This design comes from an exercise in tuning for small area, a short achievable clock period and few clock cycles per item on the open sky130 flow, not from production work. RTL that was checked went through simulation tests only; none was proved equivalent to the original. Only the layout flow was run in runs 1 to 4 and 6; the RTL was not checked for function there. Power and IR drop assume default switching activity.

**flow/constraint.sdc**
```tcl
create_clock -name core_clock -period 36.0 [get_ports {clk}]
set_input_delay 7.2000 -clock core_clock [delete_from_list [all_inputs] [get_ports {clk}]]
set_output_delay 7.2000 -clock core_clock [all_outputs]
set_load 0.01 [all_outputs]
```
**flow/config.mk**
```make
export PLATFORM = sky130hd
export DESIGN_NAME = ook_dec
export DESIGN_NICKNAME = ook_dec
export VERILOG_FILES = /design/flow/design.v
export SDC_FILE = /design/flow/constraint.sdc
export NUM_CORES = 4
export LEC_CHECK = 0
export CAP_MARGIN = 20
export CORE_MARGIN = 2
export CORE_UTILIZATION = 60
export SLEW_MARGIN = 20
export SYNTH_HIERARCHICAL = 1
```
**flow/design.v**
```verilog
module ook_dec_ohdec (
    input  wire [4:0]  wp1,
    output reg  [31:0] oh
);
    integer t;
    always @(*)
        for (t = 0; t < 32; t = t + 1)
            oh[t] = (wp1 == ((t + 1) % 32));
endmodule
module ook_dec_seldec (
    input  wire [3:0]  idx,
    input  wire [1:0]  b,
    output reg  [15:0] es,
    output reg  [3:0]  bs
);
    integer t;
    always @(*) begin
        for (t = 0; t < 16; t = t + 1) es[t] = (idx == t);
        for (t = 0; t < 4; t = t + 1)  bs[t] = (b == t);
    end
endmodule
module ook_dec (
    input  wire        clk,
    input  wire        rst,
    input  wire        dw_en,
    input  wire [3:0]  dw_idx,
    input  wire        dw_valid,
    input  wire [5:0]  dw_klen,
    input  wire [31:0] dw_key,
    input  wire [2:0]  dw_vlen,
    input  wire [31:0] dw_val,
    input  wire        in_valid,
    output wire        in_ready,
    input  wire        in_bit,
    input  wire        in_last,
    output wire        out_valid,
    input  wire        out_ready,
    output wire [1:0]  out_kind,
    output wire [7:0]  out_byte
);
    localparam integer NE = 16;
    localparam [1:0] K_BYTE = 2'd0, K_CLOSE = 2'd1, K_DONE = 2'd2;
    integer k;
    reg        rst_r;
    reg        dwr_en;
    reg [3:0]  dwr_idx;
    reg [2:0]  dwr_vlc;
    reg [4:0]  dwr_klen;
    reg [31:0] dwr_key;
    reg [31:0] dwr_val;
    always @(posedge clk) begin
        rst_r    <= rst;
        dwr_en   <= dw_en && !rst;
        dwr_idx  <= dw_idx;
        dwr_vlc  <= dw_valid ? dw_vlen : 3'b111;
        dwr_klen <= dw_klen[4:0];
        dwr_key  <= dw_key;
        dwr_val  <= dw_val;
    end
    reg [2:0]  d_vlc   [0:NE-1];
    reg [4:0]  d_klen  [0:NE-1];    
    reg [31:0] d_key   [0:NE-1];
    reg [31:0] d_val   [0:NE-1];
    always @(posedge clk) begin
        for (k = 0; k < NE; k = k + 1)
            if (dwr_en && dwr_idx == k) d_vlc[k] <= dwr_vlc;
            else if (rst_r)             d_vlc[k] <= 3'b111;
        if (dwr_en) begin
            d_klen[dwr_idx] <= dwr_klen;
            d_key[dwr_idx]  <= dwr_key;
            d_val[dwr_idx]  <= dwr_val;
        end
    end
    reg [NE-1:0] d_valid;
    always @(*)
        for (k = 0; k < NE; k = k + 1)
            d_valid[k] = !(d_vlc[k][2] && d_vlc[k][1:0] != 2'd0);
    reg        acc_r;      
    reg        bit_r, last_r;
    reg        rdy_r;
    assign in_ready = rdy_r;
    reg [31:0] bbuf;       
    reg [4:0]  wp;         
    reg [4:0]  sp;         
    reg [4:0]  rp;         
    reg [5:0]  n;          
    reg [5:0]  a;          
    reg [5:0]  wp1;        
    reg [NE-1:0] alv;      
    reg        bhit;       
    reg [3:0]  bidx;
    reg [5:0]  blen;
    reg        ended;      
    wire [31:0] oh;        
    ook_dec_ohdec u_oh (.wp1(wp1[4:0]), .oh(oh));
    reg [4:0]  q0, q1;     
    reg        qh, qt;
    reg [1:0]  qc;
    wire       qfull  = qc[1];
    wire       qempty = (qc == 2'd0);
    wire a0    = (a == 6'd0);
    wire avail = !a0 || acc_r;
    wire sbit  = a0 ? bit_r : bbuf[rp];
    wire fin   = ended ? (a == 6'd1) : (a0 && acc_r && last_r);
    reg [NE-1:0] m, comp, cont;
    always @(*) begin
        for (k = 0; k < NE; k = k + 1) begin
            m[k]    = d_valid[k] && alv[k] && ((|(d_key[k] & oh)) == sbit);
            comp[k] = m[k] && (d_klen[k] == wp1[4:0]);
            cont[k] = m[k] && (d_klen[k] != wp1[4:0]);
        end
    end
    reg [3:0] cidx;
    always @(*) begin
        cidx = 4'd0;
        for (k = NE - 1; k >= 0; k = k - 1)
            if (comp[k]) cidx = k[3:0];
    end
    wire chit = |comp;
    wire decide = avail && ((cont == {NE{1'b0}}) || fin);
    wire go     = avail && !(decide && qfull);
    wire push   = go && decide;
    wire       dhit = chit || bhit;
    wire [3:0] didx = chit ? cidx : bidx;
    wire [5:0] dlen = chit ? wp1 : bhit ? blen : 6'd1;
    wire [5:0] n_in = n + {5'd0, acc_r};
    always @(posedge clk) begin
        bit_r  <= in_bit;
        last_r <= in_last;
        if (acc_r) bbuf[wp] <= bit_r;
        acc_r <= in_valid && rdy_r && !rst;
        if (rst_r) begin
            rdy_r <= 1'b1;
            wp    <= 5'd0;
            sp    <= 5'd0;
            rp    <= 5'd0;
            n     <= 6'd0;
            a     <= 6'd0;
            wp1   <= 6'd1;
            alv   <= {NE{1'b1}};
            bhit  <= 1'b0;
            ended <= 1'b0;
        end else begin
            rdy_r <= (n_in <= 6'd30) || (n_in == 6'd31 && !(in_valid && rdy_r));
            if (acc_r) wp <= wp + 5'd1;
            if (acc_r && last_r) ended <= 1'b1;
            if (out_valid && out_ready && out_kind == K_DONE) ended <= 1'b0;
            if (push) begin
                sp   <= sp + dlen[4:0];
                rp   <= sp + dlen[4:0];
                n    <= n_in - dlen;
                a    <= n_in - dlen;
                wp1  <= 6'd1;
                alv  <= {NE{1'b1}};
                bhit <= 1'b0;
            end else if (go) begin
                rp   <= rp + 5'd1;
                n    <= n_in;
                a    <= a + {5'd0, acc_r} - 6'd1;
                wp1  <= wp1 + 6'd1;
                alv  <= cont;
                if (chit) begin
                    bhit <= 1'b1;
                    bidx <= cidx;
                    blen <= wp1;
                end
            end else begin
                n    <= n_in;
                a    <= a + {5'd0, acc_r};
            end
        end
    end
    reg        ov;
    reg [1:0]  okind;
    reg [7:0]  obyte;
    reg [1:0]  bcnt;
    reg        topen;
    assign out_valid = ov;
    assign out_kind  = okind;
    assign out_byte  = obyte;
    wire [4:0]  head = qh ? q1 : q0;
    wire        hhit = head[4];
    wire [3:0]  hidx = head[3:0];
    wire [2:0]  hvl  = d_vlc[hidx];
    wire [15:0] es;
    wire [3:0]  bs;
    ook_dec_seldec u_sel (.idx(hidx), .b(bcnt), .es(es), .bs(bs));
    reg [31:0] hval;
    reg [7:0]  hbyte;
    always @(*) begin
        hval = 32'd0;
        for (k = 0; k < NE; k = k + 1)
            hval = hval | (d_val[k] & {32{es[k]}});
        hbyte = (hval[7:0]   & {8{bs[0]}}) | (hval[15:8]  & {8{bs[1]}}) |
                (hval[23:16] & {8{bs[2]}}) | (hval[31:24] & {8{bs[3]}});
    end
    wire adv   = !ov || out_ready;
    wire hlast = !hhit || hvl == 3'd0 || {1'b0, bcnt} + 3'd1 == hvl;
    wire pop   = adv && !qempty && hlast;
    wire dcond = ended && (n == 6'd0) && qempty && !(ov && okind == K_DONE);
    always @(posedge clk) begin
        if (push && !qt) q0 <= {dhit, didx};
        if (push &&  qt) q1 <= {dhit, didx};
        if (rst || rst_r) begin
            qh    <= 1'b0;
            qt    <= 1'b0;
            qc    <= 2'd0;
            ov    <= 1'b0;
            bcnt  <= 2'd0;
            topen <= 1'b0;
        end else begin
            if (push) qt <= ~qt;
            if (pop)  qh <= ~qh;
            qc <= qc + {1'b0, push} - {1'b0, pop};
            if (adv) begin
                if (!qempty) begin
                    if (hhit) begin
                        if (hvl != 3'd0) begin
                            ov    <= 1'b1;
                            okind <= K_BYTE;
                            obyte <= hbyte;
                            topen <= 1'b1;
                            bcnt  <= hlast ? 2'd0 : bcnt + 2'd1;
                        end else
                            ov <= 1'b0;
                    end else begin
                        ov    <= topen;
                        okind <= K_CLOSE;
                        topen <= 1'b0;
                    end
                end else if (dcond) begin
                    ov    <= 1'b1;
                    okind <= K_DONE;
                end else
                    ov <= 1'b0;
            end
            if (ov && out_ready && okind == K_DONE) topen <= 1'b0;
        end
    end
endmodule
```
**flow/run.sh**
```bash
#!/bin/bash
# synth_recipe.tcl (not shown) runs the flow's synth.tcl, then flattens the netlist and writes it again
# the make line also repeats each setting of config.mk as NAME=value (left out here)
make -C /OpenROAD-flow-scripts/flow DESIGN_CONFIG=/design/flow/config.mk WORK_HOME=/design/flow/orfs CLKGATE_MAP_FILE= SYNTH_SCRIPT=/design/flow/synth_recipe.tcl finish
```
==> reports/metrics.yaml, run 1 <==
status:
  outcome: "timing/DRC/antenna clean"
setup_path:
  reg2reg_depth: 20
  r2r-start: "wp1[4]"
  worstPathRequired_ns: 28.80
  rrSetupSlack_ns: 28.69
  end_kind: "primary output"
  crit_family: "buffers and inverters"
  crit_type: "flip-flop to primary output"
  slowest_stage: "clkdlybuf4s50_1"
  worstPathMaxFanout: 2
  cp-startpoint: "okind[0]"
  startpoint_type: "flip-flop"
  cp_data_arrival_time_ns: 1.65
  rr_endpoint: "sp[4]"
  slowest_delay_ns: 0.54
  cp_cell_sequence: "clkdlybuf4s50_1"
  path_buf_inv: 1
logic_synthesis:
  yosysTopAreaCellShare_pct: 70.5
  synth.area.top_cells: "edfxtp_1 70%, a22oi_1 5.7%, dfxtp_1 5.5%, nand4_1 1.3%, a221oi_1 1.3%"
  yosysSeqAreaShare_pct: 75.9
  netlist_top_cells_count: "1,214 x edfxtp_1, 394 x a22oi_1, 147 x clkbuf_1, 141 x dfxtp_1, 124 x nor2_1"
  synth.cell_area_um2: 51700
  synth_edf_count: 1214
  synth_most_common_cell: "edfxtp_1"
  ys_async_sr_fraction_pct: 0
  synth_top_area_cell: "edfxtp_1"
  synth_seq_cells: 1355
  yosysWarnings: 10
  postSynthCellCount: 3241
  syn_nets: 3351
  ys.flop_type: "edfxtp_1"
  synth_cell_types: 91
  synth_area_per_cell_um2: 16.0
placed_design:
  dp.cells: 4396
  dpl.hpwl_um: 81400
  port_buffers: 95
  routabilityCongestion: 0.887
hold_path:
  min_to: "sp[0]"
  holdPathStages: 2
  hp-class: "flip-flop to flip-flop"
  hold_start: "sp[0]"
drt:
  drt_iter0_markers: 4546
  via_count: 31677
  firstDrtPassIters: 6
  drc: 0
  wl_per_cell_um: 31.3
  viasPerCell: 6.81
  routed_wirelength_um: 146000
  drtAntennaViolNets: 0
power:
  internal_power_uw: 2990
  p_seq_share_pct: 43.6
  p_per_area_nw_per_um2: 72.0
  switching_power_uw: 1250
  peakVddDrop_v: 0.0000628
  p_comb_share_pct: 22.0
  p_clk_share_pct: 34.3
  switching_share_pct: 29.5
  p_total_uw: 4240
  p_leak_uw: 0.0190
grt:
  grt.overflow.total: 0
  antenna_found_initial: 4
  grt_pass1_vias: 30669
  grt_max_degree: 60
  grt_pass1_wl_um: 208000
  grt_usage_pct: 32.9
floorplan:
  initial_core_util_pct: 60.6
  die_w_um: 298
  num_rows: 107
  coreArea_um2: 85300
  io-pin-count: 97
  die-height_um: 298
  die-area_um2: 88600
sta:
  hold_viol_final: 0
  report.final.slew_viol_count: 0
  fin_tns_setup_ns: 0
  rsz0062_at_grt: "false"
  fmax_ghz: 0.113
  fin_crit_sh_pct: 24.6
  period_minus_slack_ns: 8.85
  slew_headroom_pct: 12.2
  fin_worst_skew_ns: 0.0430
  finalSetupViolations: 0
  worst_pin_slew_ns: 1.32
run:
  cap_viol_max_count: 0
finish:
  stdcell_count: 4652
  fin_nets: 3502
  syn2layout_area_growth_pct: 13.9
  drive_gt1_share_pct: 11.8
  utilization_pct: 69.1
clock_tree:
  cts_num_sinks: 1355
  clk_latency_ns: 0.77
  cts_root_buf: "clkbuf_16"
  cts_max_path_buffers: 3
  clkTransAtPathRegs_ns: 0.06
  htreeDepth: 4
  post_cts_buffers: 0
  holdBufCountCts: 0
  cts_tree: "done"
  cts_made_buffers: 138
  post_cts_resized: 0
## cell families (layout without fill, tap and decap cells)
group | count (synthesis) | after routing | synth area share, %
buf+inv | 223 | 489 | 1.73
other cells | 0 | 1 | 0
simple gates | 660 | 660 | 7.03
xor+xnor | 128 | 128 | 2.20
flops | 1355 | 1355 | 75.9
fa+ha+maj | 25 | 25 | 0.634
compound gates | 808 | 808 | 11.5
mux | 42 | 42 | 0.997
## flip-flops by register name, indices dropped and copies added, names as in the netlist, 8 cells and up
register,flops
dwr_key,32
alv,16
dwr_val,32
bbuf,32
d_key,512
d_val,512
d_klen,80
obyte,8
d_vlc,48
## power by group through the flow
stage | registers, uW | logic [uW] | clock network, uW
6_report | 1850 | 934 | 1460
5_1_grt | 1860 | 1000 | 1530
4_1_cts | 1850 | 916 | 1470
3_5_place_dp | 1880 | 909 | 0
3_3_place_gp | 1880 | 892 | 0
2_1_floorplan | 1850 | 619 | 0
## through the flow
stage | setup WS (ns) | hold WS, ns | instance area (um^2)
after global routing | 27.09 | 0.510 | 58900
after detailed placement | 26.72 | 0.466 | 54300
after global placement | 26.72 | 0.451 | 54200
final | 27.15 | 0.475 | 58900
after CTS | 27.10 | 0.474 | 58900
after floorplan | 27.38 | 0.436 | 51700
## worst max path at each step
stage                              to  depth (start not counted)
final                     out_kind[0]                          1
after detailed placement     obyte[1]                          5
after CTS                 out_kind[0]                          1
after floorplan                 qc[1]                          9
after global placement          qc[1]                         10
after global routing      out_kind[0]                          1
## placed cells by master, fill, tap and decap left out, types with 13 or more instances in the layout
cell type and count:
xor2_1 52, o211ai_1 17, a21oi_1 44, nand2_1 121
xnor2_1 75, clkinv_1 21, clkinv_2 16, nor4_1 20
nor3_1 41, nor2_1 103, nand4_1 109, a22o_1 73
clkbuf_1 35, buf_4 98, or2_2 18, o21ai_0 111
bufinv_16 16, a221oi_1 76, nand3_1 69, ha_1 23
a22oi_1 394, o31ai_1 15, nand2b_1 33, dfxtp_1 136
mux2_2 13, inv_1 32, mux2i_1 23, edfxtp_1 1214
or3_1 45, clkbuf_16 141, clkdlybuf4s50_1 95
## modules after synthesis (local to each module, per instance)
module / flops+latches / copies in the design / cell area [um^2] / cells inside
ook_dec_ohdec: 0 / 1 / 221 / 47
ook_dec: 1355 / 1 / 51200 / 3170
ook_dec_seldec: 0 / 1 / 299 / 24
## layer usage
metal	GRT usage [%]	vias up	wire, um
met1	47.3	16020	56500
li1	-	13376	-
met4	10.8	0	4340
met5	0	-	0
met2	51.1	1999	68000
met3	6.56	282	16700
## layout make-up
| cell class | instances | area [um^2] |
|---|---|---|
| diodes | 1 | 2.50 |
| clock buffers | 187 | 3810 |
| clock inverters | 68 | 843 |
| fillers | 5694 | 26400 |
| inverters | 41 | 169 |
| multi-input cells | 1663 | 11700 |
| flip-flops and latches | 1355 | 39300 |
| well taps | 1144 | 1430 |
| repair buffers | 193 | 1690 |
==> run 2, diff against run 1 <==
--- a/flow/config.mk
+++ b/flow/config.mk
@@ -8,5 +8,6 @@
 export CAP_MARGIN = 20
 export CORE_MARGIN = 2
 export CORE_UTILIZATION = 60
+export CTS_BUF_LIST = sky130_fd_sc_hd__clkbuf_4 sky130_fd_sc_hd__clkbuf_8
 export SLEW_MARGIN = 20
 export SYNTH_HIERARCHICAL = 1
==> reports/metrics.yaml, run 2 <==
grt:
  grt_pass1_vias: 31158
  grt_max_degree: 60
  grt_pass1_wl_um: 209000
  grt.overflow.total: 0
  antenna_found_initial: 5
  grt_usage_pct: 33.0
sta:
  whs_ns: 0.475
  report.final.slew_viol_count: 0
  fin_worst_skew_ns: 0.0390
  period_minus_slack_ns: 8.99
  slew_headroom_pct: 17.9
  rsz0062_at_grt: "false"
  fin_tns_setup_ns: 0
  fmax_ghz: 0.111
  fin_crit_sh_pct: 25.0
  hold_viol_final: 0
  worst_pin_slew_ns: 1.23
  finalSetupViolations: 0
clock_tree:
  htreeDepth: 4
  cts_root_buf: "clkbuf_8"
  clkTransAtPathRegs_ns: 0.07
  holdBufCountCts: 0
  post_cts_resized: 0
  clk_latency_ns: 0.89
  cts_tree: "done"
  cts_max_path_buffers: 3
  cts_made_buffers: 206
  post_cts_buffers: 0
  cts_num_sinks: 1355
finish:
  stdcell_count: 4785
  nFillCells: 5751
  drive_gt1_share_pct: 15.7
  layout_common_cells: "1,214 x edfxtp_1, 394 x a22oi_1, 232 x clkbuf_8"
  final_common_cell: "edfxtp_1"
  fin_nets: 3570
  reg_top3: "d_key x512, d_val x512, d_klen x80"
  fin_area_um2: 58600
  syn2layout_area_growth_pct: 13.4
drt:
  firstDrtPassIters: 8
  drt_iter0_markers: 4402
  wl_per_cell_um: 30.5
  via_count: 31872
  drc: 0
  viasPerCell: 6.66
  routed_wirelength_um: 146000
  drtAntennaViolNets: 0
setup_path:
  path_buf_inv: 1
  slowest_delay_ns: 0.54
  startpoint_type: "flip-flop"
  crit_type: "flip-flop to primary output"
  cp_data_arrival_time_ns: 1.79
  slowest_stage: "clkdlybuf4s50_1"
  worstPathMaxFanout: 2
  worstPathRequired_ns: 28.80
  crit_family: "buffers and inverters"
  cp_cell_sequence: "clkdlybuf4s50_1"
  end_kind: "primary output"
floorplan:
  die-area_um2: 88600
  die_w_um: 298
  io-pin-count: 97
  initial_core_util_pct: 60.6
  num_rows: 107
  die-height_um: 298
  coreArea_um2: 85300
logic_synthesis:
  synth.cell_area_um2: 51700
  synth_cell_types: 91
  netlist_top_cells_count: "1,214 x edfxtp_1, 394 x a22oi_1, 147 x clkbuf_1, 141 x dfxtp_1, 124 x nor2_1"
  synth_most_common_cell: "edfxtp_1"
  synth_area_per_cell_um2: 16.0
  ys_async_sr_fraction_pct: 0
  synth_seq_cells: 1355
  synth_top_area_cell: "edfxtp_1"
  yosysWarnings: 10
  synth.area.top_cells: "edfxtp_1 70%, a22oi_1 5.7%, dfxtp_1 5.5%, nand4_1 1.3%, a221oi_1 1.3%"
  ys.flop_type: "edfxtp_1"
  yosysTopAreaCellShare_pct: 70.5
  synth_edf_count: 1214
  yosysSeqAreaShare_pct: 75.9
  postSynthCellCount: 3241
  syn_nets: 3351
status:
  outcome: "timing/DRC/antenna clean"
power:
  p_total_uw: 4100
  p_per_area_nw_per_um2: 69.8
  peakVddDrop_v: 0.0000433
  p_leak_uw: 0.0190
placed_design:
  port_buffers: 95
  dpl.hpwl_um: 81400
  place_area_um2: 54300
  dp.cells: 4396
  routabilityCongestion: 0.887
run:
  cap_viol_max_count: 0
hold_path:
  hp-class: "flip-flop to flip-flop"
==> run 2: cell counts after synthesis <==
No cell type changed its count.
==> run 2: layout make-up <==
cell class	instances	area, um^2	area share, %
clock inverters	70	553	0.943
inverters	41	169	0.288
flip-flops and latches	1355	39300	67.0
repair buffers	193	1690	2.88
clock buffers	315	3820	6.51
multi-input cells	1663	11700	19.9
well taps	1144	1430	2.44
diodes	4	10.0	0.0171
==> run 2: through the flow <==
| stage | setup WS (ns) | utilization [%] |
|---|---|---|
| 3_3_place_gp | 26.72 | 63.6 |
| 5_1_grt | 26.94 | 68.8 |
| 3_5_place_dp | 26.72 | 63.6 |
| 2_1_floorplan | 27.38 | - |
| 4_1_cts | 26.94 | 68.7 |
| 6_report | 27.01 | 68.8 |
==> run 2: final timing paths <==
path	from	to	slack, ns	cells past startpoint
setup reg to reg	wp1[4]	sp[4]	28.69	20
setup / recovery	okind[0]	out_kind[0]	27.01	1
hold reg to reg	sp[0]	sp[0]	0.47	2
hold / removal	sp[0]	sp[0]	0.47	2
==> run 2: routing by layer <==
metal | routed length (um) | GRT usage [%] | part of all wire (%)
met1 | 56800 | 46.6 | 39
met2 | 67800 | 51.0 | 47
met3 | 17000 | 7.64 | 12
met4 | 4200 | 11.3 | 2.9
met5 | 0 | 0 | 0
==> run 2: cells by family after synthesis <==
| group | count (synthesis) | synth area share [%] |
|---|---|---|
| AOI/OAI and AO/OA | 808 | 11.5 |
| and+or+nand+nor | 660 | 7.03 |
| muxes | 42 | 0.997 |
| buffers and inverters | 223 | 1.73 |
| adders and majority gates | 25 | 0.634 |
| xor gates and xnor gates | 128 | 2.20 |
| DFF | 1355 | 75.9 |
==> run 2: per-module statistics from Yosys (local to each module, per instance) <==
module	copies in the design	cell area, um^2
ook_dec	1	51200
ook_dec_ohdec	1	221
ook_dec_seldec	1	299
==> run 2: report_power, final <==
group | internal (uW) | switching, uW
clock | 728 | 586
combinational | 340 | 592
sequential | 1790 | 62.5
total | 2860 | 1240
==> run 3, diff against run 2 <==
==> flow/flow/run.sh (new file) <==
#!/bin/bash
set -euo pipefail
export BUFFER_PORTS_ARGS="-buffer_cell sky130_fd_sc_hd__buf_2"
bash standard.sh > run_standard.log 2>&1
==> flow/standard.sh (new file) <==
#!/bin/bash
# synth_recipe.tcl (not shown) runs the flow's synth.tcl, then flattens the netlist and writes it again
# the make line also repeats each setting of config.mk as NAME=value (left out here)
make -C /OpenROAD-flow-scripts/flow DESIGN_CONFIG=/design/flow/config.mk WORK_HOME=/design/flow/orfs CLKGATE_MAP_FILE= SYNTH_SCRIPT=/design/flow/synth_recipe.tcl "${@:-finish}"
--- a/flow/config.mk
+++ b/flow/config.mk
@@ -8,6 +8,5 @@
 export CAP_MARGIN = 20
 export CORE_MARGIN = 2
 export CORE_UTILIZATION = 60
-export CTS_BUF_LIST = sky130_fd_sc_hd__clkbuf_4 sky130_fd_sc_hd__clkbuf_8
 export SLEW_MARGIN = 20
 export SYNTH_HIERARCHICAL = 1
removed: flow/run.sh
==> reports/metrics.yaml, run 3 <==
drt:
  viasPerCell: 6.74
  routed_wirelength_um: 145000
  via_count: 31324
  drtAntennaViolNets: 0
  wl_per_cell_um: 31.2
  drc: 0
  firstDrtPassIters: 6
  drt_iter0_markers: 3930
sta:
  slew_headroom_pct: 17.7
  fin_worst_skew_ns: 0.0284
  report.final.slew_viol_count: 0
  fin_crit_sh_pct: 23.6
  worst_pin_slew_ns: 1.23
  rsz0062_at_grt: "false"
  finalSetupViolations: 0
  period_minus_slack_ns: 8.48
  fmax_ghz: 0.118
  fin_tns_setup_ns: 0
  hold_viol_final: 0
placed_design:
  routabilityCongestion: 0.872
  dpl.hpwl_um: 81600
  port_buffers: 95
logic_synthesis:
  synth_top_area_cell: "edfxtp_1"
  synth_cell_types: 91
  synth.area.top_cells: "edfxtp_1 70%, a22oi_1 5.7%, dfxtp_1 5.5%, nand4_1 1.3%, a221oi_1 1.3%"
  yosysTopAreaCellShare_pct: 70.5
  synth.cell_area_um2: 51700
  postSynthCellCount: 3241
  yosysSeqAreaShare_pct: 75.9
  synth_edf_count: 1214
  syn_nets: 3351
  synth_area_per_cell_um2: 16.0
  synth_seq_cells: 1355
  ys_async_sr_fraction_pct: 0
  yosysWarnings: 10
  ys.flop_type: "edfxtp_1"
  netlist_top_cells_count: "1,214 x edfxtp_1, 394 x a22oi_1, 147 x clkbuf_1, 141 x dfxtp_1, 124 x nor2_1"
  synth_most_common_cell: "edfxtp_1"
clock_tree:
  htreeDepth: 4
  cts_max_path_buffers: 3
  clkTransAtPathRegs_ns: 0.06
  post_cts_resized: 0
  cts_made_buffers: 135
  cts_tree: "done"
  cts_root_buf: "clkbuf_16"
  cts_num_sinks: 1355
  holdBufCountCts: 0
  clk_latency_ns: 0.75
  post_cts_buffers: 0
finish:
  syn2layout_area_growth_pct: 12.4
  fin_nets: 3502
  drive_gt1_share_pct: 14.2
  final_common_cell: "edfxtp_1"
  nFillCells: 5788
  layout_common_cells: "1,214 x edfxtp_1, 394 x a22oi_1, 137 x dfxtp_1, 137 x clkbuf_16, 121 x nand2_1"
  reg_top3: "d_key x512, d_val x512, d_klen x80"
  utilization_pct: 68.1
setup_path:
  crit_type: "flip-flop to primary output"
  end_kind: "primary output"
  startpoint_type: "flip-flop"
  worstPathMaxFanout: 2
  cp-startpoint: "okind[0]"
  cp_cell_sequence: "buf_2"
  slowest_delay_ns: 0.39
  path_buf_inv: 1
  slowest_stage: "edfxtp_1"
  crit_family: "flip-flops"
  r2r-start: "wp1[4]"
  worstPathRequired_ns: 28.80
  cp_data_arrival_time_ns: 1.28
floorplan:
  coreArea_um2: 85300
  die-height_um: 298
  num_rows: 107
  die_w_um: 298
  io-pin-count: 97
  die-area_um2: 88600
  initial_core_util_pct: 60.6
grt:
  grt_pass1_vias: 30185
  grt_usage_pct: 32.6
  grt_pass1_wl_um: 206000
  antenna_found_initial: 1
  grt.overflow.total: 0
  grt_max_degree: 62
power:
  p_per_area_nw_per_um2: 71.1
  p_leak_uw: 0.0188
  peakVddDrop_v: 0.0000538
status:
  outcome: "timing/DRC/antenna clean"
hold_path:
  hold_start: "sp[0]"
  hp-class: "flip-flop to flip-flop"
run:
  cap_viol_max_count: 0
## run 3: cell counts after synthesis
No cell type changed its count.
## run 3: path summary, 6_finish.rpt
| check | endpoint | slack (ns) | cells past startpoint |
|---|---|---|---|
| setup / recovery | out_kind[0] | 27.52 | 1 |
| hold / removal | sp[0] | 0.46 | 2 |
| setup reg to reg | sp[4] | 28.70 | 20 |
| hold reg to reg | sp[0] | 0.46 | 2 |
## run 3: cells by family after synthesis
logic type	Yosys count	synth area share (%)
xor+xnor	128	2.20
mux	42	0.997
fa+ha+maj	25	0.634
buf+inv	223	1.73
compound gates	808	11.5
flops	1355	75.9
simple gates	660	7.03
## run 3: modules after synthesis, one instance, submodules excluded
module	flops+latches	cells	area, um^2
ook_dec	1355	3170	51200
ook_dec_ohdec	0	47	221
ook_dec_seldec	0	24	299
## run 3: worst register-to-register path, cell delays in order, from the launching register on
cell and delay (ns):
dfxtp_1 0.30, buf_4 0.38, nand2b_1 0.44, nor2_1 0.28, buf_4 0.31, a22oi_1 0.27, nand4_1 0.32, nor4_1 0.83
nor3_1 0.14, o211a_1 0.30, or3_4 0.39, nor4b_4 0.85, a31oi_1 0.32, ha_1 0.30, fa_1 0.43, a21o_1 0.18
a21oi_1 0.30, nand2b_1 0.16, mux2i_1 0.09, or4_1 0.51, a21oi_1 0.15
## run 3: final cells by class
cell class                 count  area [um^2]  area share, %
sequential                  1355        39300           67.6
clock buffer                 186         3740           6.44
multi-input combinational   1663        11700           20.1
tap                         1144         1430           2.46
clock inverter                59          557          0.958
inverter                      41          169          0.291
antenna                        1         2.50        0.00431
timing repair buffer         196         1250           2.16
## run 3: metrics by stage
step	total power, uW	instances	hold slack, ns	area [um^2]	worst slack [ns]
after detailed placement	2790	4399	0.455	53800	27.08
final	4130	4645	0.462	58100	27.52
after CTS	4140	4644	0.464	58100	27.47
after global routing	4290	4644	0.489	58100	27.45
after floorplan	2470	3241	0.436	51700	27.38
after global placement	2780	4398	0.450	53800	27.13
## run 3: layer usage
metal	wire (um)	part of all wire, %	vias to the layer above	global-route usage (%)
met4	4540	3.1	0	11.1
met1	56300	39	15773	46.1
met2	66700	46	1899	50.1
met3	17500	12	271	7.98
li1	-	-	13381	-
met5	0	0	-	0
## run 3: where the power goes
group          internal, uW  switching, uW
Sequential             1790           64.1
Combinational           335            585
Clock                   776            587
==> run 4, diff against run 3 <==
--- a/flow/config.mk
+++ b/flow/config.mk
@@ -8,5 +8,8 @@
 export CAP_MARGIN = 20
 export CORE_MARGIN = 2
 export CORE_UTILIZATION = 60
+export CTS_CLUSTER_DIAMETER = 100
+export CTS_CLUSTER_SIZE = 24
+export GPL_TIMING_DRIVEN = 0
 export SLEW_MARGIN = 20
 export SYNTH_HIERARCHICAL = 1
==> reports/metrics.yaml, run 4 <==
status:
  outcome: "timing/DRC/antenna clean"
setup_path:
  rr_endpoint: "sp[4]"
  cp-startpoint: "obyte[0]"
  reg2reg_depth: 22
  path_buf_inv: 1
  worstPathRequired_ns: 28.80
  r2r-start: "wp1[4]"
  crit_type: "flip-flop to primary output"
  worstPathMaxFanout: 1
  slowest_stage: "edfxtp_1"
  end_kind: "primary output"
  crit_family: "flip-flops"
  cp_data_arrival_time_ns: 1.27
  startpoint_type: "flip-flop"
  cp_cell_sequence: "buf_2"
  slowest_delay_ns: 0.44
  rrSetupSlack_ns: 28.23
clock_tree:
  post_cts_buffers: 0
  cts_made_buffers: 67
  post_cts_resized: 0
  htreeDepth: 3
  holdBufCountCts: 0
  cts_max_path_buffers: 3
  clk_latency_ns: 0.67
  cts_num_sinks: 1355
  cts_root_buf: "clkbuf_16"
  cts_tree: "done"
  clkTransAtPathRegs_ns: 0.10
finish:
  nFillCells: 5994
  drive_gt1_share_pct: 10.1
  final_common_cell: "edfxtp_1"
  fin_nets: 3569
  syn2layout_area_growth_pct: 10.2
  stdcell_count: 4652
  layout_common_cells: "1,214 x edfxtp_1, 394 x a22oi_1, 185 x clkbuf_1"
  fin_area_um2: 57000
  reg_top3: "d_key x512, d_val x512, d_klen x80"
logic_synthesis:
  syn_nets: 3351
  netlist_top_cells_count: "1,214 x edfxtp_1, 394 x a22oi_1, 147 x clkbuf_1, 141 x dfxtp_1, 124 x nor2_1"
  synth.area.top_cells: "edfxtp_1 70%, a22oi_1 5.7%, dfxtp_1 5.5%, nand4_1 1.3%, a221oi_1 1.3%"
  synth_cell_types: 91
  synth_seq_cells: 1355
  yosysWarnings: 10
  synth_area_per_cell_um2: 16.0
  synth_edf_count: 1214
  synth.cell_area_um2: 51700
  synth_top_area_cell: "edfxtp_1"
  ys_async_sr_fraction_pct: 0
  synth_most_common_cell: "edfxtp_1"
  yosysSeqAreaShare_pct: 75.9
  postSynthCellCount: 3241
  ys.flop_type: "edfxtp_1"
  yosysTopAreaCellShare_pct: 70.5
sta:
  fin_worst_skew_ns: 0.0530
  rsz0062_at_grt: "false"
  fin_crit_sh_pct: 23.5
  period_minus_slack_ns: 8.47
  slew_headroom_pct: 16.7
  fin_tns_setup_ns: 0
  hold_viol_final: 0
  fmax_ghz: 0.118
  worst_pin_slew_ns: 1.25
  finalSetupViolations: 0
  setup_slack_ns: 27.53
  report.final.slew_viol_count: 0
floorplan:
  num_rows: 107
  die-height_um: 298
  coreArea_um2: 85300
  die-area_um2: 88600
  initial_core_util_pct: 60.6
  io-pin-count: 97
  die_w_um: 298
power:
  p_per_area_nw_per_um2: 64.6
  peakVddDrop_v: 0.0000516
  p_leak_uw: 0.0180
drt:
  wl_per_cell_um: 33.1
  via_count: 32340
  drtAntennaViolNets: 0
  viasPerCell: 6.95
  drc: 0
  drt_iter0_markers: 5301
  routed_wirelength_um: 154000
  firstDrtPassIters: 8
grt:
  grt_usage_pct: 34.4
  grt_pass1_vias: 30857
  grt_pass1_wl_um: 218000
  grt.overflow.total: 0
  antenna_found_initial: 8
  grt_max_degree: 62
hold_path:
  hold_start: "rdy_r"
  hp-class: "flip-flop to flip-flop"
  holdPathStages: 2
  min_to: "acc_r"
run:
  cap_viol_max_count: 0
placed_design:
  dpl.hpwl_um: 99400
  port_buffers: 95
  dp_slack_ns: 27.13
  place_area_um2: 55000
  dp.cells: 4534
  routabilityCongestion: 0.938
==> run 4: layout make-up <==
class / count / area [um^2] / share of cell area (%)
Sequential cell: 1355 / 39300 / 68.9
Multi-Input combinational cell: 1663 / 11700 / 20.6
Clock buffer: 106 / 1820 / 3.20
Timing Repair Buffer: 149 / 1660 / 2.91
Tap cell: 1144 / 1430 / 2.51
Buffer: 182 / 744 / 1.31
Inverter: 41 / 179 / 0.314
Clock inverter: 10 / 155 / 0.272
Antenna cell: 2 / 5.00 / 0.00878
==> run 4: kinds of logic after synthesis <==
| group | count (synthesis) | synth area share, % |
|---|---|---|
| flops | 1355 | 75.9 |
| compound gates | 808 | 11.5 |
| simple gates | 660 | 7.03 |
| buf+inv | 223 | 1.73 |
| xor+xnor | 128 | 2.20 |
| mux | 42 | 0.997 |
| fa+ha+maj | 25 | 0.634 |
==> run 4: per-module statistics from Yosys (local to each module, per instance) <==
| module | cells | flops+latches |
|---|---|---|
| ook_dec_ohdec | 47 | 0 |
| ook_dec | 3170 | 1355 |
| ook_dec_seldec | 24 | 0 |
==> run 4: worst max-delay path by stage <==
stage	depth (start not counted)	to
final	1	out_byte[0]
after detailed placement	10	qc[1]
after global routing	1	out_byte[0]
after floorplan	9	qc[1]
after CTS	1	out_byte[0]
after global placement	4	obyte[0]
==> run 4: through the flow <==
stage,power (uW),utilization [%],hold WS [ns]
2_1_floorplan,2470,-,0.436
3_3_place_gp,2810,62.9,0.451
3_5_place_dp,2840,64.5,0.454
4_1_cts,3670,66.8,0.480
5_1_grt,3810,66.8,0.507
6_report,3690,66.9,0.484
==> run 4: per-layer routing <==
| layer | GRT usage, % | vias to the layer above | share of wire [%] |
|---|---|---|---|
| li1 | - | 13457 | - |
| met1 | 50.4 | 16309 | 38 |
| met2 | 53.3 | 2282 | 46 |
| met3 | 6.93 | 290 | 13 |
| met4 | 9.44 | 2 | 2.8 |
| met5 | 0 | - | 0.0084 |
==> run 4: where the power goes <==
part	total, uW	switching (uW)	internal [uW]
Combinational	987	642	345
Sequential	1850	62.4	1780
Clock	852	491	361
Total	3690	1200	2490
==> run 5, diff against run 4 <==
--- a/flow/design.v
+++ b/flow/design.v
@@ -79,10 +79,7 @@
     reg        bit_r, last_r;
     reg        rdy_r;
     assign in_ready = rdy_r;
-    reg [31:0] bbuf;       
-    reg [4:0]  wp;         
-    reg [4:0]  sp;         
-    reg [4:0]  rp;         
+    reg [31:0] sr;         
     reg [5:0]  n;          
     reg [5:0]  a;          
     reg [5:0]  wp1;        
@@ -100,7 +97,8 @@
     wire       qempty = (qc == 2'd0);
     wire a0    = (a == 6'd0);
     wire avail = !a0 || acc_r;
-    wire sbit  = a0 ? bit_r : bbuf[rp];
+    wire [32:0] sr_x = {sr, bit_r};
+    wire sbit  = sr_x[a];    
     wire fin   = ended ? (a == 6'd1) : (a0 && acc_r && last_r);
     reg [NE-1:0] m, comp, cont;
     always @(*) begin
@@ -127,13 +125,10 @@
     always @(posedge clk) begin
         bit_r  <= in_bit;
         last_r <= in_last;
-        if (acc_r) bbuf[wp] <= bit_r;
+        if (acc_r) sr <= {sr[30:0], bit_r};
         acc_r <= in_valid && rdy_r && !rst;
         if (rst_r) begin
             rdy_r <= 1'b1;
-            wp    <= 5'd0;
-            sp    <= 5'd0;
-            rp    <= 5'd0;
             n     <= 6'd0;
             a     <= 6'd0;
             wp1   <= 6'd1;
@@ -142,19 +137,15 @@
             ended <= 1'b0;
         end else begin
             rdy_r <= (n_in <= 6'd30) || (n_in == 6'd31 && !(in_valid && rdy_r));
-            if (acc_r) wp <= wp + 5'd1;
             if (acc_r && last_r) ended <= 1'b1;
             if (out_valid && out_ready && out_kind == K_DONE) ended <= 1'b0;
             if (push) begin
-                sp   <= sp + dlen[4:0];
-                rp   <= sp + dlen[4:0];
                 n    <= n_in - dlen;
                 a    <= n_in - dlen;
                 wp1  <= 6'd1;
                 alv  <= {NE{1'b1}};
                 bhit <= 1'b0;
             end else if (go) begin
-                rp   <= rp + 5'd1;
                 n    <= n_in;
                 a    <= a + {5'd0, acc_r} - 6'd1;
                 wp1  <= wp1 + 6'd1;
==> reports/metrics.yaml, run 5 <==
status:
  outcome: "timing/DRC/antenna clean"
logic_synthesis:
  synth.cell_area_um2: 50000
  synth_cell_types: 83
  syn_nets: 3119
  synth_area_per_cell_um2: 16.6
  synth.area.top_cells: "edfxtp_1 73%, a22oi_1 6.4%, dfxtp_1 5.0%, nand4_1 1.3%, xor2_1 1.2%"
  postSynthCellCount: 3019
  yosysSeqAreaShare_pct: 78.0
  ys.flop_type: "edfxtp_1"
  netlist_top_cells_count: "1,214 x edfxtp_1, 428 x a22oi_1, 132 x clkbuf_1, 126 x dfxtp_1, 118 x nor2_1"
  yosysTopAreaCellShare_pct: 72.9
  synth_top_area_cell: "edfxtp_1"
  synth_seq_cells: 1340
  synth_edf_count: 1214
  synth_most_common_cell: "edfxtp_1"
  yosysWarnings: 10
  ys_async_sr_fraction_pct: 0
power:
  p_leak_uw: 0.0175
  p_per_area_nw_per_um2: 63.7
  peakVddDrop_v: 0.0000551
drt:
  highest_layer: "met4"
  via_count: 30518
  wl_per_cell_um: 34.2
  drt_iter0_markers: 4834
  viasPerCell: 7.00
  routed_wirelength_um: 149000
  firstDrtPassIters: 6
  wirelength_met1_um: 57800
  drc: 0
  met3_length_um: 18300
  drtAntennaViolNets: 0
  wl_met2_um: 68600
sta:
  finalSetupViolations: 0
  report.final.slew_viol_count: 0
  hold_viol_final: 0
  fmax_ghz: 0.116
  slew_headroom_pct: 14.9
  period_minus_slack_ns: 8.59
  rsz0062_at_grt: "false"
  fin_crit_sh_pct: 23.9
  worst_pin_slew_ns: 1.28
  fin_worst_skew_ns: 0.0471
  fin_tns_setup_ns: 0
  whs_ns: 0.442
finish:
  layout_common_cells: "1,214 x edfxtp_1, 428 x a22oi_1, 160 x clkbuf_1"
  nFillCells: 5614
  fin_nets: 3338
  drive_gt1_share_pct: 10.7
  stdcell_count: 4359
  syn2layout_area_growth_pct: 10.4
  final_common_cell: "edfxtp_1"
  reg_top3: "d_key x512, d_val x512, d_klen x80"
placed_design:
  dp.cells: 4238
  port_buffers: 95
  routabilityCongestion: 0.883
  dpl.hpwl_um: 95800
setup_path:
  end_kind: "flip-flop"
  reg2reg_depth: 26
  startpoint_type: "input port"
  cp_data_arrival_time_ns: 8.87
  crit_type: "input port to flip-flop"
  worstPathMaxFanout: 8
  worstPathRequired_ns: 36.27
grt:
  antenna_found_initial: 4
  grt_usage_pct: 34.8
  grt.overflow.total: 0
  grt_max_degree: 54
  grt_pass1_wl_um: 209000
  grt_pass1_vias: 28906
floorplan:
  num_rows: 105
  die_w_um: 293
  die-height_um: 293
  coreArea_um2: 82200
  initial_core_util_pct: 60.8
  io-pin-count: 97
  die-area_um2: 85600
clock_tree:
  htreeDepth: 3
  holdBufCountCts: 0
  cts_made_buffers: 66
  cts_num_sinks: 1340
  post_cts_buffers: 0
  post_cts_resized: 0
  clkTransAtPathRegs_ns: 0.09
  cts_tree: "done"
  clk_latency_ns: 0.67
  cts_root_buf: "clkbuf_16"
  cts_max_path_buffers: 3
hold_path:
  hp-class: "flip-flop to flip-flop"
  holdPathStages: 0
run:
  cap_viol_max_count: 0
## run 5: changes by cell type in the layout (fill, tap and decap cells not counted), sizes merged, moves of 17 or more
cell,before,now
a221oi,76,55
a22o,73,51
a22oi,394,428
clkbuf,253,236
nand2,122,76
o21ai,112,79
xnor2,75,53
## run 5: metrics by stage
step | util [%] | setup slack [ns] | instance area (um^2) | total power (uW)
after floorplan | - | 27.32 | 50000 | 2350
after global placement | 63.0 | 26.39 | 51800 | 2650
after detailed placement | 64.6 | 26.75 | 53100 | 2680
after CTS | 67.0 | 27.42 | 55100 | 3500
after global routing | 67.1 | 27.29 | 55200 | 3630
final | 67.1 | 27.41 | 55200 | 3510
## run 5: Yosys stat by module, one instance, submodules excluded
module | cell area (um^2) | flip-flops and latches
ook_dec | 49500 | 1340
ook_dec_seldec | 299 | 0
ook_dec_ohdec | 221 | 0
## run 5: worst paths after layout
check | from | to | slack (ns)
max reg2reg | wp1[3] | n[5] | 28.99
min reg2reg | bit_r | sr[0] | 0.44
max | out_ready | obyte[0] | 27.41
min | bit_r | sr[0] | 0.44
## run 5: report_power, final
| part | switching [uW] | internal [uW] |
|---|---|---|
| clock network | 480 | 359 |
| logic | 555 | 300 |
| registers | 57.0 | 1760 |
| total | 1090 | 2420 |
## run 5: cells by family after synthesis
family | after synthesis | synth area share [%]
AOI/OAI and AO/OA | 717 | 10.6
xor gates and xnor gates | 120 | 2.10
DFF | 1340 | 78.0
buffers and inverters | 197 | 1.61
muxes | 26 | 0.603
and+or+nand+nor | 604 | 6.73
adders and majority gates | 15 | 0.391
## run 5: worst max-delay path: stages
cell and delay, ns:
buf_2 0.08, nand2b_1 0.13, o21ai_0 0.17, or3b_1 0.51
nor2_2 0.75
## run 5: layer usage
metal  vias to the layer above  GRT usage, %
met5                         -             0
li1                      12574             -
met2                      2100          54.0
met1                     15568          50.6
met3                       276          7.04
met4                         0          10.1
## run 5: final cells by class
| type | count | area, um^2 | share of cell area (%) |
|---|---|---|---|
| well taps | 1070 | 1340 | 2.43 |
| clock buffers | 104 | 1820 | 3.29 |
| repair buffers | 151 | 1640 | 2.97 |
| diodes | 6 | 15.0 | 0.0272 |
| flip-flops and latches | 1340 | 39000 | 70.7 |
| inverters | 28 | 135 | 0.245 |
| multi-input cells | 1482 | 10400 | 18.8 |
| clock inverters | 9 | 148 | 0.268 |
| plain buffers | 169 | 714 | 1.29 |
Testbench counts of run 5, summed over its fixed seeds: cycles 33,215, bits 32,818.
==> run 6, diff against run 5 <==
--- a/flow/design.v
+++ b/flow/design.v
@@ -95,6 +95,13 @@
     reg [1:0]  qc;
     wire       qfull  = qc[1];
     wire       qempty = (qc == 2'd0);
+    reg        ov;
+    reg [1:0]  okind;
+    reg [7:0]  obyte;
+    reg [1:0]  bcnt;
+    reg        topen;
+    wire       adv   = !ov || out_ready;       
+    wire       dshow = ov && okind == K_DONE;    
     wire a0    = (a == 6'd0);
     wire avail = !a0 || acc_r;
     wire [32:0] sr_x = {sr, bit_r};
@@ -138,7 +145,7 @@
         end else begin
             rdy_r <= (n_in <= 6'd30) || (n_in == 6'd31 && !(in_valid && rdy_r));
             if (acc_r && last_r) ended <= 1'b1;
-            if (out_valid && out_ready && out_kind == K_DONE) ended <= 1'b0;
+            if (adv && dshow) ended <= 1'b0;
             if (push) begin
                 n    <= n_in - dlen;
                 a    <= n_in - dlen;
@@ -161,11 +168,6 @@
             end
         end
     end
-    reg        ov;
-    reg [1:0]  okind;
-    reg [7:0]  obyte;
-    reg [1:0]  bcnt;
-    reg        topen;
     assign out_valid = ov;
     assign out_kind  = okind;
     assign out_byte  = obyte;
@@ -185,13 +187,42 @@
         hbyte = (hval[7:0]   & {8{bs[0]}}) | (hval[15:8]  & {8{bs[1]}}) |
                 (hval[23:16] & {8{bs[2]}}) | (hval[31:24] & {8{bs[3]}});
     end
-    wire adv   = !ov || out_ready;
     wire hlast = !hhit || hvl == 3'd0 || {1'b0, bcnt} + 3'd1 == hvl;
-    wire pop   = adv && !qempty && hlast;
-    wire dcond = ended && (n == 6'd0) && qempty && !(ov && okind == K_DONE);
+    wire dcond = ended && (n == 6'd0) && qempty && !dshow;
+    reg        nv, npop, ntopen;
+    reg [1:0]  nk, nb;
+    always @(*) begin
+        nv     = 1'b0;
+        nk     = K_BYTE;
+        nb     = bcnt;
+        npop   = 1'b0;
+        ntopen = topen && !dshow;
+        if (!qempty) begin
+            npop = hlast;
+            if (hhit) begin
+                if (hvl != 3'd0) begin
+                    nv     = 1'b1;
+                    ntopen = 1'b1;
+                    nb     = hlast ? 2'd0 : bcnt + 2'd1;
+                end
+            end else begin
+                nv     = topen;
+                nk     = K_CLOSE;
+                ntopen = 1'b0;
+            end
+        end else if (dcond) begin
+            nv = 1'b1;
+            nk = K_DONE;
+        end
+    end
+    wire pop = adv && npop;
     always @(posedge clk) begin
         if (push && !qt) q0 <= {dhit, didx};
         if (push &&  qt) q1 <= {dhit, didx};
+        if (adv) begin
+            okind <= nk;
+            obyte <= hbyte;
+        end
         if (rst || rst_r) begin
             qh    <= 1'b0;
             qt    <= 1'b0;
@@ -204,28 +235,10 @@
             if (pop)  qh <= ~qh;
             qc <= qc + {1'b0, push} - {1'b0, pop};
             if (adv) begin
-                if (!qempty) begin
-                    if (hhit) begin
-                        if (hvl != 3'd0) begin
-                            ov    <= 1'b1;
-                            okind <= K_BYTE;
-                            obyte <= hbyte;
-                            topen <= 1'b1;
-                            bcnt  <= hlast ? 2'd0 : bcnt + 2'd1;
-                        end else
-                            ov <= 1'b0;
-                    end else begin
-                        ov    <= topen;
-                        okind <= K_CLOSE;
-                        topen <= 1'b0;
-                    end
-                end else if (dcond) begin
-                    ov    <= 1'b1;
-                    okind <= K_DONE;
-                end else
-                    ov <= 1'b0;
+                ov    <= nv;
+                bcnt  <= nb;
+                topen <= ntopen;
             end
-            if (ov && out_ready && okind == K_DONE) topen <= 1'b0;
         end
     end
 endmodule
--- a/flow/config.mk
+++ b/flow/config.mk
@@ -10,6 +10,5 @@
 export CORE_UTILIZATION = 60
 export CTS_CLUSTER_DIAMETER = 100
 export CTS_CLUSTER_SIZE = 24
-export GPL_TIMING_DRIVEN = 0
 export SLEW_MARGIN = 20
 export SYNTH_HIERARCHICAL = 1
==> reports/metrics.yaml, run 6 <==
sta:
  worst_pin_slew_ns: 1.26
  hold_viol_final: 0
  fmax_ghz: 0.114
  finalSetupViolations: 0
  report.final.slew_viol_count: 0
  fin_crit_sh_pct: 24.3
  slew_headroom_pct: 15.6
  rsz0062_at_grt: "false"
  period_minus_slack_ns: 8.76
  fin_tns_setup_ns: 0
  fin_worst_skew_ns: 0.0564
setup_path:
  cp_data_arrival_time_ns: 9.32
  worstPathRequired_ns: 36.56
  end_kind: "flip-flop"
  startpoint_type: "input port"
  worstPathMaxFanout: 11
  r2r-start: "wp1[4]"
  cp-startpoint: "out_ready"
  crit_type: "input port to flip-flop"
logic_synthesis:
  yosysSeqAreaShare_pct: 77.0
  syn_nets: 3164
  synth_top_area_cell: "edfxtp_1"
  synth_seq_cells: 1340
  postSynthCellCount: 3064
  synth.area.top_cells: "edfxtp_1 72%, a22oi_1 6.1%, dfxtp_1 5.0%, xnor2_1 1.5%, nand4_1 1.2%"
  yosysTopAreaCellShare_pct: 72.0
  ys_async_sr_fraction_pct: 0
  netlist_top_cells_count: "1,214 x edfxtp_1, 409 x a22oi_1, 126 x dfxtp_1, 117 x nor2_1, 100 x nand4_1"
  synth_most_common_cell: "edfxtp_1"
  synth_area_per_cell_um2: 16.5
  ys.flop_type: "edfxtp_1"
  synth_cell_types: 93
  synth.cell_area_um2: 50600
  synth_edf_count: 1214
  yosysWarnings: 10
drt:
  viasPerCell: 6.91
  wl_per_cell_um: 33.1
  routed_wirelength_um: 142000
  drt_iter0_markers: 4193
  firstDrtPassIters: 6
  via_count: 29606
  drc: 0
  drtAntennaViolNets: 0
grt:
  grt_max_degree: 71
  grt_pass1_vias: 28251
  grt.overflow.total: 0
  grt_pass1_wl_um: 200000
  antenna_found_initial: 7
  grt_usage_pct: 32.7
floorplan:
  coreArea_um2: 83600
  initial_core_util_pct: 60.6
  die_w_um: 294
  die-area_um2: 86700
  die-height_um: 294
  num_rows: 106
  io-pin-count: 97
clock_tree:
  cts_tree: "done"
  post_cts_buffers: 0
  holdBufCountCts: 0
  clk_latency_ns: 0.71
  htreeDepth: 2
  clkTransAtPathRegs_ns: 0.09
  post_cts_resized: 0
  cts_made_buffers: 61
  cts_num_sinks: 1340
  cts_root_buf: "clkbuf_16"
  cts_max_path_buffers: 3
power:
  peakVddDrop_v: 0.0000561
  p_total_uw: 3450
  p_leak_uw: 0.0170
  p_per_area_nw_per_um2: 63.5
finish:
  stdcell_count: 4282
  layout_common_cells: "1,214 x edfxtp_1, 409 x a22oi_1, 119 x dfxtp_1"
  reg_top3: "d_key x512, d_val x512, d_klen x80"
  fin_nets: 3249
  final_common_cell: "edfxtp_1"
  drive_gt1_share_pct: 12.2
  nFillCells: 5889
  syn2layout_area_growth_pct: 7.29
hold_path:
  hp-class: "flip-flop to flip-flop"
  hold_start: "bit_r"
status:
  outcome: "timing/DRC/antenna clean"
placed_design:
  routabilityCongestion: 0.898
  port_buffers: 95
  dp.cells: 4164
  dpl.hpwl_um: 78200
run:
  cap_viol_max_count: 0
[run 6: cell types whose count changed after synthesis, moves of 10 or more]
cell / change
xor2_1: -40
xnor2_1: +35
clkbuf_1: -34
buf_2: +24
nand2_1: +21
a22oi_1: -19
o211ai_1: +14
o21ai_1: -14
buf_6: +13
nand3_1: +13
nor3_1: -11
nor4_2: +11
nor4_1: -10
[run 6: critical path, cell delays in order]
cell and delay [ns]:
buf_2 0.09, nor2b_1 0.06, inv_1 0.58, o21ai_0 0.29
a21oi_1 0.29, ha_1 0.28, inv_1 0.05, ha_1 0.16
xnor2_1 0.14, xnor2_1 0.13, nor2_1 0.05
[run 6: per-module statistics from Yosys, one instance, submodules excluded]
| module | cells inside | cell area [um^2] |
|---|---|---|
| ook_dec_ohdec | 47 | 221 |
| ook_dec | 2993 | 50100 |
| ook_dec_seldec | 24 | 299 |
[run 6: layout make-up]
type | instances | area, um^2 | area share [%]
Sequential cell | 1340 | 39000 | 71.8
Multi-Input combinational cell | 1521 | 10800 | 19.9
Clock buffer | 110 | 1730 | 3.19
Tap cell | 1080 | 1350 | 2.49
Timing Repair Buffer | 194 | 1240 | 2.29
Inverter | 31 | 131 | 0.242
Clock inverter | 3 | 80.1 | 0.147
Antenna cell | 3 | 7.51 | 0.0138
[run 6: cells by family (layout without fill, tap and decap cells)]
| logic type | count (synthesis) | in the layout | share of synthesized area, % |
|---|---|---|---|
| AOI/OAI and AO/OA | 736 | 736 | 11.0 |
| xor gates and xnor gates | 115 | 115 | 1.99 |
| adders and majority gates | 15 | 15 | 0.386 |
| buffers and inverters | 203 | 338 | 1.94 |
| DFF | 1340 | 1340 | 77.0 |
| muxes | 33 | 33 | 0.813 |
| other | 0 | 3 | 0 |
| and+or+nand+nor | 622 | 622 | 6.93 |
[run 6: per-layer routing]
metal | routed length, um | track usage, % | share of wire (%)
met1 | 56000 | 48.4 | 40
met2 | 66000 | 51.2 | 47
met3 | 16300 | 5.71 | 12
met4 | 3400 | 7.69 | 2.4
met5 | 13 | 0 | 0.0092
[run 6: through the flow]
stage	hold slack (ns)	instance area, um^2	setup slack [ns]	util (%)
finish	0.433	54300	27.24	65.0
global route	0.452	54300	27.09	65.0
CTS	0.440	54200	27.26	64.9
detailed placement	0.417	52400	26.54	62.8
global placement	0.419	52400	26.56	62.7
floorplan	0.401	50600	27.27	-
[run 6: path summary, 6_finish.rpt]
kind,endpoint,slack [ns],cells past startpoint
worst max-delay path,qc[1],27.24,11
worst min-delay path,sr[0],0.43,0
worst max register to register,n[5],29.81,23
worst min register to register,sr[0],0.43,0
[run 6: where the power goes]
group | internal, uW | switching, uW
Combinational | 296 | 524
Sequential | 1770 | 61.4
Clock | 336 | 462
==> run 7, diff against run 6 <==
--- a/flow/design.v
+++ b/flow/design.v
@@ -18,6 +18,21 @@
         for (t = 0; t < 16; t = t + 1) es[t] = (idx == t);
         for (t = 0; t < 4; t = t + 1)  bs[t] = (b == t);
     end
+endmodule
+module ook_dec_adv (
+    input  wire ov,
+    input  wire out_ready,
+    output wire adv
+);
+    assign adv = !ov || out_ready;
+endmodule
+module ook_dec_advsel #(parameter integer W = 1) (
+    input  wire         adv,
+    input  wire [W-1:0] s1,
+    input  wire [W-1:0] s0,
+    output wire [W-1:0] y
+);
+    assign y = adv ? s1 : s0;
 endmodule
 module ook_dec (
     input  wire        clk,
@@ -100,7 +115,9 @@
     reg [7:0]  obyte;
     reg [1:0]  bcnt;
     reg        topen;
-    wire       adv   = !ov || out_ready;       
+    wire       adv_o, adv_s;                       
+    ook_dec_adv u_adv_o (.ov(ov), .out_ready(out_ready), .adv(adv_o));
+    ook_dec_adv u_adv_s (.ov(ov), .out_ready(out_ready), .adv(adv_s));
     wire       dshow = ov && okind == K_DONE;    
     wire a0    = (a == 6'd0);
     wire avail = !a0 || acc_r;
@@ -141,11 +158,8 @@
             wp1   <= 6'd1;
             alv   <= {NE{1'b1}};
             bhit  <= 1'b0;
-            ended <= 1'b0;
         end else begin
             rdy_r <= (n_in <= 6'd30) || (n_in == 6'd31 && !(in_valid && rdy_r));
-            if (acc_r && last_r) ended <= 1'b1;
-            if (adv && dshow) ended <= 1'b0;
             if (push) begin
                 n    <= n_in - dlen;
                 a    <= n_in - dlen;
@@ -215,30 +229,26 @@
             nk = K_DONE;
         end
     end
-    wire pop = adv && npop;
+    wire [1:0] qc_a = qc + {1'b0, push};
+    wire [8:0] st1 = {nv, nb, ntopen, qh ^ npop, qc_a - {1'b0, npop},
+                      (acc_r && last_r) || (ended && !dshow)};
+    wire [8:0] st0 = {ov, bcnt, topen, qh, qc_a,
+                      (acc_r && last_r) || ended};
+    wire [8:0] stn;
+    ook_dec_advsel #(.W(9)) u_st (.adv(adv_s), .s1(st1), .s0(st0), .y(stn));
     always @(posedge clk) begin
         if (push && !qt) q0 <= {dhit, didx};
         if (push &&  qt) q1 <= {dhit, didx};
-        if (adv) begin
+        if (adv_o) begin
             okind <= nk;
             obyte <= hbyte;
         end
         if (rst || rst_r) begin
-            qh    <= 1'b0;
             qt    <= 1'b0;
-            qc    <= 2'd0;
-            ov    <= 1'b0;
-            bcnt  <= 2'd0;
-            topen <= 1'b0;
+            {ov, bcnt, topen, qh, qc, ended} <= 9'd0;
         end else begin
             if (push) qt <= ~qt;
-            if (pop)  qh <= ~qh;
-            qc <= qc + {1'b0, push} - {1'b0, pop};
-            if (adv) begin
-                ov    <= nv;
-                bcnt  <= nb;
-                topen <= ntopen;
-            end
-        end
-    end
-endmodule
+            {ov, bcnt, topen, qh, qc, ended} <= stn;
+        end
+    end
+endmodule
--- a/flow/config.mk
+++ b/flow/config.mk
@@ -5,10 +5,10 @@
 export SDC_FILE = /design/flow/constraint.sdc
 export NUM_CORES = 4
 export LEC_CHECK = 0
-export CAP_MARGIN = 20
+export CAP_MARGIN = 5
 export CORE_MARGIN = 2
 export CORE_UTILIZATION = 60
 export CTS_CLUSTER_DIAMETER = 100
 export CTS_CLUSTER_SIZE = 24
-export SLEW_MARGIN = 20
+export SLEW_MARGIN = 5
 export SYNTH_HIERARCHICAL = 1
==> reports/metrics.yaml, run 7 <==
clock_tree:
  post_cts_resized: 0
  htreeDepth: 2
  post_cts_buffers: 0
  cts_tree: "done"
  cts_num_sinks: 1340
  holdBufCountCts: 0
  clkTransAtPathRegs_ns: 0.10
  cts_root_buf: "clkbuf_16"
  cts_max_path_buffers: 3
  cts_made_buffers: 61
  clk_latency_ns: 0.71
drt:
  via_count: 29731
  viasPerCell: 6.86
  drt_iter0_markers: 3839
  firstDrtPassIters: 6
  drc: 0
  routed_wirelength_um: 141000
  wl_per_cell_um: 32.6
  drtAntennaViolNets: 0
sta:
  rsz0062_at_grt: "false"
  setup_slack_ns: 27.54
  fin_worst_skew_ns: 0.0445
  slew_headroom_pct: 6.16
  worst_pin_slew_ns: 1.40
  finalSetupViolations: 0
  report.final.slew_viol_count: 0
  fmax_ghz: 0.118
  period_minus_slack_ns: 8.46
  whs_ns: 0.450
  fin_crit_sh_pct: 23.5
  hold_viol_final: 0
  fin_tns_setup_ns: 0
logic_synthesis:
  postSynthCellCount: 3065
  syn_nets: 3165
  synth_area_per_cell_um2: 16.6
  synth.cell_area_um2: 50700
  yosysWarnings: 10
status:
  outcome: "timing/DRC/antenna clean"
grt:
  grt_pass1_wl_um: 201000
  grt_usage_pct: 32.6
  antenna_found_initial: 2
  grt_max_degree: 65
  grt.overflow.total: 0
  grt_pass1_vias: 28482
setup_path:
  worstPathMaxFanout: 5
  rr_endpoint: "blen[0]"
  slowest_delay_ns: 0.41
  path_buf_inv: 1
  cp_cell_sequence: "buf_2"
  end_kind: "primary output"
  crit_family: "flip-flops"
  slowest_stage: "dfxtp_1"
  reg2reg_depth: 14
  crit_type: "flip-flop to primary output"
  cp_data_arrival_time_ns: 1.26
  worstPathRequired_ns: 28.80
  r2r-start: "wp1[4]"
  rrSetupSlack_ns: 29.36
  cp-startpoint: "ov"
  startpoint_type: "flip-flop"
finish:
  drive_gt1_share_pct: 11.3
  syn2layout_area_growth_pct: 7.14
  final_common_cell: "edfxtp_1"
  antenna_cells: 0
  fin_nets: 3247
  layout_common_cells: "1,214 x edfxtp_1, 402 x a22oi_1, 126 x dfxtp_1"
  nFillCells: 5861
  reg_top3: "d_key x512, d_val x512, d_klen x80"
run:
  cap_viol_max_count: 0
power:
  peakVddDrop_v: 0.0000748
  p_leak_uw: 0.0172
  p_per_area_nw_per_um2: 64.0
  p_total_uw: 3480
placed_design:
  dp_slack_ns: 27.56
  routabilityCongestion: 0.872
  dpl.hpwl_um: 79200
  port_buffers: 95
hold_path:
  holdPathStages: 0
  min_to: "sr[6]"
  hp-class: "flip-flop to flip-flop"
  hold_start: "sr[5]"
floorplan:
  io-pin-count: 97
  die-height_um: 295
  num_rows: 106
  initial_core_util_pct: 60.6
  die_w_um: 295
  coreArea_um2: 83700
  die-area_um2: 86900
run 7: stage by stage:
step	util [%]	cell area, um^2	std cells
finish	65.0	54400	4334
global route	65.0	54400	4334
CTS	65.0	54400	4334
detailed placement	62.8	52600	4218
global placement	62.8	52600	4218
floorplan	-	50700	3065
run 7: power breakdown:
part / leakage, uW / internal [uW] / switching [uW] / total [uW]
Combinational: 0.00429 / 309 / 553 / 862
Clock: 0.000850 / 331 / 464 / 795
Sequential: 0.0121 / 1770 / 55.2 / 1820
run 7: cell type report:
class / count / area, um^2 / share of cell area (%)
clock buffer: 113 / 1740 / 3.21
clock inverter: 3 / 58.8 / 0.108
inverter: 25 / 109 / 0.200
multi-input combinational: 1530 / 10900 / 20.0
sequential: 1340 / 39000 / 71.7
tap: 1134 / 1420 / 2.61
timing repair buffer: 189 / 1180 / 2.17
run 7: worst max-delay path by stage:
stage	endpoint	cells past startpoint
floorplan	bcnt[0]	4
detailed placement	obyte[5]	2
global route	out_valid	1
finish	out_valid	1
CTS	out_valid	1
global placement	obyte[3]	2
run 7: per-layer routing:
layer / routed length, um / global-route usage, % / vias up
met1: 54700 / 47.2 / 15160
met4: 4070 / 8.89 / 2
li1: - / - / 12520
met5: 13 / 0 / -
met3: 16400 / 6.01 / 244
met2: 66100 / 51.6 / 1805
Testbench counts of run 7, summed over its fixed seeds: cycles 33,215, bits 32,818.
==> run 8, diff against run 7 <==
--- a/flow/config.mk
+++ b/flow/config.mk
@@ -9,6 +9,6 @@
 export CORE_MARGIN = 2
 export CORE_UTILIZATION = 60
 export CTS_CLUSTER_DIAMETER = 100
-export CTS_CLUSTER_SIZE = 24
+export CTS_CLUSTER_SIZE = 30
 export SLEW_MARGIN = 5
 export SYNTH_HIERARCHICAL = 1
==> reports/metrics.yaml, run 8 <==
status:
  outcome: "timing/DRC/antenna clean"
run:
  cap_viol_max_count: 0
finish:
  seqCellArea_um2: 39000
  final_common_cell: "edfxtp_1"
  reg_top3: "d_key x512, d_val x512, d_klen x80"
  nFillCells: 5877
  fin_area_um2: 54100
  drive_gt1_share_pct: 11.2
  utilization_pct: 64.6
  fin_nets: 3237
  layout_common_cells: "1,214 x edfxtp_1, 402 x a22oi_1, 126 x dfxtp_1"
  multiInputGateArea_um2: 10900
  syn2layout_area_growth_pct: 6.64
drt:
  firstDrtPassIters: 5
  drt_iter0_markers: 4099
  drc: 0
  viasPerCell: 6.88
  routed_wirelength_um: 141000
  drtAntennaViolNets: 0
  via_count: 29695
  wl_per_cell_um: 32.7
setup_path:
  path_buf_inv: 1
  worstPathRequired_ns: 28.80
  slowest_delay_ns: 0.41
  worstPathMaxFanout: 5
  startpoint_type: "flip-flop"
  slowest_stage: "dfxtp_1"
  end_kind: "primary output"
  crit_family: "flip-flops"
  crit_type: "flip-flop to primary output"
  cp_data_arrival_time_ns: 1.24
  cp_cell_sequence: "buf_2"
logic_synthesis:
  yosysWarnings: 10
  synth_area_per_cell_um2: 16.6
  synth.cell_area_um2: 50700
  postSynthCellCount: 3065
  syn_nets: 3165
power:
  peakVddDrop_v: 0.0000526
  switching_power_uw: 1060
  p_comb_share_pct: 25.2
  p_seq_share_pct: 53.2
  p_total_uw: 3420
  p_leak_uw: 0.0171
  p_per_area_nw_per_um2: 63.3
  p_clk_share_pct: 21.6
  internal_power_uw: 2360
  switching_share_pct: 31.0
sta:
  fin_worst_skew_ns: 0.0225
  finalSetupViolations: 0
  fmax_ghz: 0.119
  rsz0062_at_grt: "false"
  hold_viol_final: 0
  report.final.slew_viol_count: 0
  period_minus_slack_ns: 8.44
  setup_slack_ns: 27.56
  fin_tns_setup_ns: 0
  slew_headroom_pct: 6.66
  fin_crit_sh_pct: 23.4
  worst_pin_slew_ns: 1.39
floorplan:
  io-pin-count: 97
  die_w_um: 295
  die-area_um2: 86900
  coreArea_um2: 83700
  initial_core_util_pct: 60.6
  num_rows: 106
  die-height_um: 295
clock_tree:
  cts_num_sinks: 1340
  clk_latency_ns: 0.67
  cts_made_buffers: 51
  cts_tree: "done"
  post_cts_buffers: 0
  holdBufCountCts: 0
  clkTransAtPathRegs_ns: 0.10
  cts_max_path_buffers: 3
  htreeDepth: 2
  cts_root_buf: "clkbuf_16"
  post_cts_resized: 0
grt:
  grt_pass1_vias: 28250
  grt_max_degree: 65
  antenna_found_initial: 2
  grt_usage_pct: 32.5
  grt_pass1_wl_um: 200000
  grt.overflow.total: 0
placed_design:
  dpl.hpwl_um: 79200
  routabilityCongestion: 0.872
  dp_slack_ns: 27.56
  port_buffers: 95
  place_area_um2: 52600
hold_path:
  hp-class: "flip-flop to flip-flop"
run 8: changes by cell type in the layout (fill, tap and decap cells not counted):
cell        delta
clkbuf_1      -15
clkbuf_16      -9
diode_2        +3
inv_8          +2
clkbuf_8       +1
clkinv_16      -1
clkinvlp_2     +1
inv_12         +1
inv_6          -1
run 8: path summary, 6_finish.rpt:
kind | from | end | slack (ns) | cells past startpoint
max | ov | out_valid | 27.56 | 1
min | sr[4] | sr[5] | 0.45 | 0
max reg2reg | wp1[4] | blen[0] | 29.37 | 14
min reg2reg | sr[4] | sr[5] | 0.45 | 0
run 8: worst register-to-register path, cell delays in order (launching register included):
cell and delay (ns):
dfxtp_1 0.33, buf_4 0.37, nand2b_1 0.44, nor2_1 0.33, buf_4 0.33, a22oi_1 0.22
nand4_1 0.15, nor4_2 1.03, o22ai_1 0.15, or4_1 0.51, mux2i_1 0.42, nand4_1 0.65
nand2_2 0.85, nor3_1 0.27, and2_1 0.33
run 8: per-stage QoR:
step	std cells	hold WS (ns)
after floorplan	3065	0.404
after global placement	4218	0.425
after detailed placement	4218	0.423
after CTS	4313	0.449
after global routing	4313	0.471
final	4316	0.451
run 8: power by group through the flow:
stage	combinational [uW]	clock (uW)	sequential, uW
2_1_floorplan	583	0	1840
3_3_place_gp	838	0	1850
3_5_place_dp	848	0	1860
4_1_cts	851	747	1820
5_1_grt	926	794	1830
6_report	862	739	1820
run 8: area by class of cell:
class,instances,share of cell area [%]
flip-flops and latches,1340,72.0
multi-input cells,1530,20.1
clock buffers,90,2.73
well taps,1134,2.62
repair buffers,189,2.18
inverters,25,0.201
clock inverters,5,0.118
diodes,3,0.0139
run 8: layer usage:
layer / global-route usage, % / share of wire [%]
met1: 47.0 / 39
met2: 51.7 / 47
met3: 6.06 / 11
met4: 8.46 / 2.7
met5: 0 / 0

Re-timed with assumed drivers on the ports (clkbuf_16 on the clock, buf_2 on other inputs), run 8 has 27.495 ns of setup slack against 27.564 ns with ideal ports, and 27.566 ns once port delays also move by the mid clock arrival of 0.730 ns.
